Source: an optimization exercise on an open RTL-to-GDS flow (aim: small area, a short achievable clock period and few clock cycles per item). Production flows keep margins and buffers that such runs may drop. The RTL was checked by simulation tests, not by an equivalence proof against the original design.

<file path="flow/constraint.sdc">
create_clock -name core_clock -period 18.0 [get_ports {clk}]
set_input_delay 3.6000 -clock core_clock [delete_from_list [all_inputs] [get_ports {clk}]]
set_output_delay 3.6000 -clock core_clock [all_outputs]
set_load 0.01 [all_outputs]
</file>
<file path="flow/config.mk">
export PLATFORM = sky130hd
export DESIGN_NAME = dither_stream
export DESIGN_NICKNAME = dither_stream
export VERILOG_FILES = /design/flow/design.v
export SDC_FILE = /design/flow/constraint.sdc
export NUM_CORES = 4
export LEC_CHECK = 0
export CAP_MARGIN = 20
export CORE_MARGIN = 2
export CORE_UTILIZATION = 40
export SLEW_MARGIN = 20
</file>
<file path="flow/run.sh">
#!/bin/bash
# synth_recipe.tcl (not shown) runs the flow's synth.tcl, then flattens the netlist and writes it again
# the make line also repeats each setting of config.mk as NAME=value (left out here)
make -C /OpenROAD-flow-scripts/flow DESIGN_CONFIG=/design/flow/config.mk WORK_HOME=/design/flow/orfs CLKGATE_MAP_FILE= SYNTH_SCRIPT=/design/flow/synth_recipe.tcl finish
</file>
<file path="flow/design.v">
module dither_stream #(
    parameter MAX_W = 128
) (
    input  wire        clk,
    input  wire        rst,           
    input  wire [7:0]  cfg_width,     
    input  wire [7:0]  cfg_height,    
    input  wire [1:0]  cfg_mode,      
    input  wire        cfg_in_fmt,    
    input  wire        in_valid,
    output wire        in_ready,
    input  wire [23:0] in_data,       
    output reg         out_valid,
    input  wire        out_ready,
    output reg  [7:0]  out_data,
    output reg         out_last       
);
    localparam MODE_GRAY  = 2'd0;
    localparam MODE_BAYER = 2'd1;
    localparam MODE_FS    = 2'd2;
    wire accept = in_valid && in_ready;
    assign in_ready = !out_valid || out_ready;
    reg [7:0] x;
    reg [7:0] y;
    wire last_col = (x == cfg_width - 8'd1);
    wire last_row = (y == cfg_height - 8'd1);
    always @(posedge clk) begin
        if (rst) begin
            x <= 8'd0;
            y <= 8'd0;
        end else if (accept) begin
            if (last_col) begin
                x <= 8'd0;
                y <= last_row ? 8'd0 : y + 8'd1;
            end else begin
                x <= x + 8'd1;
            end
        end
    end
    wire [7:0] ch_b = in_data[7:0];
    wire [7:0] ch_g = in_data[15:8];
    wire [7:0] ch_r = in_data[23:16];
    wire [23:0] luma_sum = 24'd4899 * ch_r + 24'd9617 * ch_g + 24'd1868 * ch_b + 24'd8192;
    wire [7:0] gray = cfg_in_fmt ? ch_b : luma_sum[21:14];
    reg [7:0] bayer_thr;
    always @(*) begin
        case ({y[1:0], x[1:0]})
            4'h0: bayer_thr = 8'd0;
            4'h1: bayer_thr = 8'd127;
            4'h2: bayer_thr = 8'd32;
            4'h3: bayer_thr = 8'd159;
            4'h4: bayer_thr = 8'd191;
            4'h5: bayer_thr = 8'd64;
            4'h6: bayer_thr = 8'd223;
            4'h7: bayer_thr = 8'd96;
            4'h8: bayer_thr = 8'd48;
            4'h9: bayer_thr = 8'd175;
            4'hA: bayer_thr = 8'd16;
            4'hB: bayer_thr = 8'd143;
            4'hC: bayer_thr = 8'd239;
            4'hD: bayer_thr = 8'd112;
            4'hE: bayer_thr = 8'd207;
            default: bayer_thr = 8'd80;
        endcase
    end
    wire [7:0] bayer_out = (gray > bayer_thr) ? 8'd255 : 8'd0;
    reg signed [7:0] line_err [0:MAX_W-1];
    reg signed [7:0] acc_prev;
    reg signed [7:0] acc_cur;
    reg signed [7:0] err_right;       
    wire visited = !last_row && (x != 8'd0) && !last_col;
    wire signed [7:0] err_above = (y == 8'd0) ? 8'sd0 : line_err[x[6:0]];
    wire signed [9:0] fs_value  = $signed({2'b00, gray}) + err_above + err_right;
    wire              fs_white  = (fs_value >= 10'sd128);
    wire signed [9:0] fs_error  = fs_value - (fs_white ? 10'sd255 : 10'sd0);
    function signed [7:0] share;
        input signed [9:0] e;
        input [3:0] w;
        reg [9:0] mag;
        reg [13:0] prod;
        reg [7:0] q;
        begin
            mag  = e[9] ? -e : e;
            prod = mag * w + 14'd7;
            q    = prod[11:4];
            share = e[9] ? -q : q;
        end
    endfunction
    wire signed [7:0] sh7 = visited ? share(fs_error, 4'd7) : 8'sd0;
    wire signed [7:0] sh3 = visited ? share(fs_error, 4'd3) : 8'sd0;
    wire signed [7:0] sh5 = visited ? share(fs_error, 4'd5) : 8'sd0;
    wire signed [7:0] sh1 = visited ? share(fs_error, 4'd1) : 8'sd0;
    always @(posedge clk) begin
        if (rst) begin
            acc_prev  <= 8'sd0;
            acc_cur   <= 8'sd0;
            err_right <= 8'sd0;
        end else if (accept && cfg_mode == MODE_FS) begin
            if (x != 8'd0)
                line_err[x[6:0] - 7'd1] <= acc_prev + sh3;
            if (x == 8'd0) begin
                acc_prev <= 8'sd0;
                acc_cur  <= 8'sd0;
            end else begin
                acc_prev <= acc_cur + sh5;
                acc_cur  <= sh1;
            end
            err_right <= sh7;
        end
    end
    wire [7:0] fs_out = visited ? (fs_white ? 8'd255 : 8'd0) : gray;
    always @(posedge clk) begin
        if (rst) begin
            out_valid <= 1'b0;
            out_data  <= 8'd0;
            out_last  <= 1'b0;
        end else if (accept) begin
            out_valid <= 1'b1;
            out_last  <= last_col && last_row;
            case (cfg_mode)
                MODE_BAYER: out_data <= bayer_out;
                MODE_FS:    out_data <= fs_out;
                default:    out_data <= gray;
            endcase
        end else if (out_ready) begin
            out_valid <= 1'b0;
        end
    end
endmodule
</file>
==> metrics.yaml <==
critical_path:
  crit_arrival_ns: 17.76
  start_kind: "input pin"
  worstPathRequired_ns: 18.42
  path_class: "input pin to flop"
  rrSetupSlack_ns: 6.21
  worst_setup_path_end_kind: "flop"
  slowest_stage: "fa_1"
  critical_path.max_fanout: 30
  critPathMostFrequentCell: "ha_1"
  worst_path_largest_cell_delay_ns: 0.56
timing:
  finalSetupTns_ns: 0
  holdWs_ns: 0.4845
  final-hold-violation-count: 0
  finalCriticalPeriod_ns: 17.34
  max-slew-margin-rel_pct: 29.44
  setup_viol: 0
  tightest_slew_ns: 1.054
  report.final.slew_viol_count: 0
  max_freq_ghz: 0.05766
  finClkSkew_ns: 0.06422
  period_share_pct: 96.35
cells_and_area:
  post-route-util_pct: 47.60
  areaGrowthSynthToFinish_pct: 18.40
  fin_area_sq_mm: 0.06148
  antenna-diode-count: 0
  final_cells: 5323
  nets: 3891
  drive_gt1_share_pct: 27.42
place:
  portBuffers: 57
  placed_cell_area_sq_mm: 0.05759
  dpl.hpwl_um: 84470
  dp_cells: 5113
  place.gp.congestion: 0.8450
cts:
  cts_root_buffer: "clkbuf_16"
  path_clk_slew_ns: 0.06
  cts_buffers: 108
  h-tree-depth: 3
  cts_sinks: 1081
  clockBufferDepth: 3
  postCtsHoldBufs: 0
  clk_latency_ns: 0.72
  cts_tree: "yes"
synthesis:
  syn_area_per_cell_sq_um: 16.71
  synth_ff_type: "edfxtp_1"
  yosysSeqAreaShare_pct: 61.41
  yosysWarningCount: 1
  synth_cell_type_count: 89
  syn-num-nets: 3509
  ys_async_sr_fraction_pct: 0
  synth_edf_count: 1024
  synth_area_sq_mm: 0.05193
  syn_inst: 3108
  ys_seq_elements: 1081
grt:
  grt_pass1_wl_um: 187400
  antenna_found_initial: 3
  grt.total_usage_pct: 18.90
  grt_overflow: 0
  grt_pass1_vias: 29420
  grt_max_degree: 107
drt:
  wirelength_um: 123900
  num_vias: 28400
  dr.pass1.iters: 7
  antenna_left: 0
  initialDrtViolationCount: 2233
  drc_errors: 0
  wl_per_cell_um: 23.27
  avgViaCountPerCell: 5.336
floorplan:
  die_h_um: 364.3
  core_area_sq_mm: 0.1292
  initial_core_util_pct: 40.21
  dieArea_sq_mm: 0.1327
  fp.dieW_um: 364.3
  rows: 132
  io_pins: 58
worst_hold_path:
  hold_path_class: "flop to flop"
run_status:
  status: "finished clean"
flow_run:
  cap_viol_max_count: 0
[cells in the final DEF (no fill, tap or decap), types with 12 or more instances in the layout]
master,count
inv_2,15
dfxtp_1,53
clkinv_2,23
edfxtp_1,1024
a21oi_1,72
clkinv_1,23
mux4_2,337
xor2_1,50
clkbuf_1,20
ha_1,228
clkbuf_16,110
a21o_1,23
inv_1,255
mux2i_1,13
buf_4,302
and3_1,14
buf_12,31
fa_1,102
o21ai_0,34
clkdlybuf4s50_1,49
nand4_1,12
nand3_1,29
nor2_1,224
o21a_1,12
nor3_1,21
nand2_1,87
xnor2_1,70
nand2b_1,15
ha_4,18
o21ai_1,13
[logic make-up after synthesis]
group	count (synthesis)	share of synthesized area, %
other cells	1	0.007222
mux	360	15.09
buf+inv	392	2.855
flops	1081	61.41
simple gates	488	4.289
fa+ha+maj	354	10.06
compound gates	297	3.961
xor+xnor	135	2.320
[flip-flops by register name, summed over array words and instances (netlist names), named ones only]
| signal | cells |
|---|---|
| line_err | 1024 |
| acc_cur | 8 |
| acc_prev | 8 |
| err_right | 8 |
| out_data | 8 |
| x | 8 |
| y | 8 |
| out_last | 1 |
| out_valid | 1 |
[worst max-delay path, delay by kind of cell]
kind | cells | cell delay (ns)
adders and majority gates | 18 | 6.00
AOI/OAI and AO/OA | 22 | 3.58
and+or+nand+nor | 14 | 2.51
buffers and inverters | 13 | 1.33
xor gates and xnor gates | 4 | 0.72
[stage by stage]
stage	setup slack, ns
3_5_place_dp	-0.6245
5_1_grt	-0.01638
4_1_cts	0.02324
2_1_floorplan	-0.6979
3_3_place_gp	-0.5141
6_report	0.6572
[per-layer routing]
| layer | wire [um] | track usage (%) | vias to the layer above | part of all wire, % |
|---|---|---|---|---|
| met5 | 0 | 0 | - | 0 |
| met4 | 2663 | 4.805 | 0 | 2.1 |
| met3 | 6590 | 2.563 | 151 | 5.3 |
| met2 | 61210 | 31.60 | 714 | 49 |
| met1 | 53410 | 26.18 | 14780 | 43 |
| li1 | - | - | 12760 | - |
[worst paths after layout]
kind	startpoint	end	cells after the start
max reg2reg	flop	line_err[122][7]	47
min reg2reg	acc_cur[4]	acc_cur[4]	1
max	in_data[4]	line_err[122][7]	71
min	acc_cur[4]	acc_cur[4]	1
[layout make-up]
type                            instances  area (sq um)
Fill cell                           11000         67670
Tap cell                             1742          2180
Clock inverter                         72         743.2
Sequential cell                      1081         31910
Timing Repair Buffer                  392          3523
Multi-Input combinational cell       1635         19300
Inverter                              272          1028
Clock buffer                          129          2803
[Yosys cell counts (5+ instances only)]
cell,number,area share [%]
nand4_1,12,0.14
xor2_1,56,0.94
nor2b_1,13,0.16
o211ai_1,9,0.13
edfxtp_1,1024,59
a22o_1,11,0.19
mux2_2,7,0.15
nand2_1,88,0.64
mux2i_1,13,0.25
a211oi_1,9,0.13
mux4_2,337,15
and2_1,11,0.13
xnor2_1,76,1.3
nor3_1,27,0.26
o31ai_1,5,0.072
buf_1,32,0.23
nor2_1,230,1.7
nand2b_1,15,0.18
or4_1,5,0.072
dfxtp_1,57,2.2
a22oi_1,5,0.072
and3_1,14,0.17
ha_1,248,6.0
o21bai_1,13,0.19
nor4_1,6,0.072
a211o_1,6,0.10
nand3_1,30,0.29
a21oi_1,82,0.79
o21a_1,12,0.17
inv_1,271,2.0
a21o_1,24,0.35
or3_1,9,0.11
a31oi_1,11,0.13
o21ai_0,48,0.46
fa_1,106,4.1
or2_2,11,0.13
a311oi_1,5,0.084
clkbuf_1,84,0.61
nor3b_1,5,0.072
o21ai_1,6,0.058
[what timing repair did]
item                                    in CTS  in global routing
pin swaps                                    1                 23
hold endpoints to repair                     0                  0
resized for setup                            1                 55
buffers inserted                             1                  7
cloned                                       0                  1
endpoints found under the setup margin      13                756
Testbench counts, summed over its fixed seeds: cycles 132,952, items 132,840.

-- static timing again, ports no longer ideal --
In the flow no input, the clock included, has a driving cell. The finished layout below was timed again as built, in two steps. Step 1 (the two cells are an assumption about what drives the block):
set clk [get_ports {clk}]
set_driving_cell -lib_cell sky130_fd_sc_hd__clkbuf_16 $clk
set_driving_cell -lib_cell sky130_fd_sc_hd__buf_2 [delete_from_list [all_inputs] $clk]
Step 2 moves the port delays by t, midway between the first and last clock arrival at a register: inputs arrive t later, outputs are due t later. That takes back most of the time a late clock gives input paths. Slacks: no drivers / after step 1 / after step 2; pairs: no drivers / after step 1.
shift t [ns]: 0.761
setup WS [ns]: 0.657 / 0.711 / -0.051
worst hold slack (ns): 0.484 / 0.484 / 0.484
Met with ideal ports but missed after step 2: setup timing in this run. The setup slack of this run moves by +0.054 ns with the drivers and by -0.708 ns with both steps.
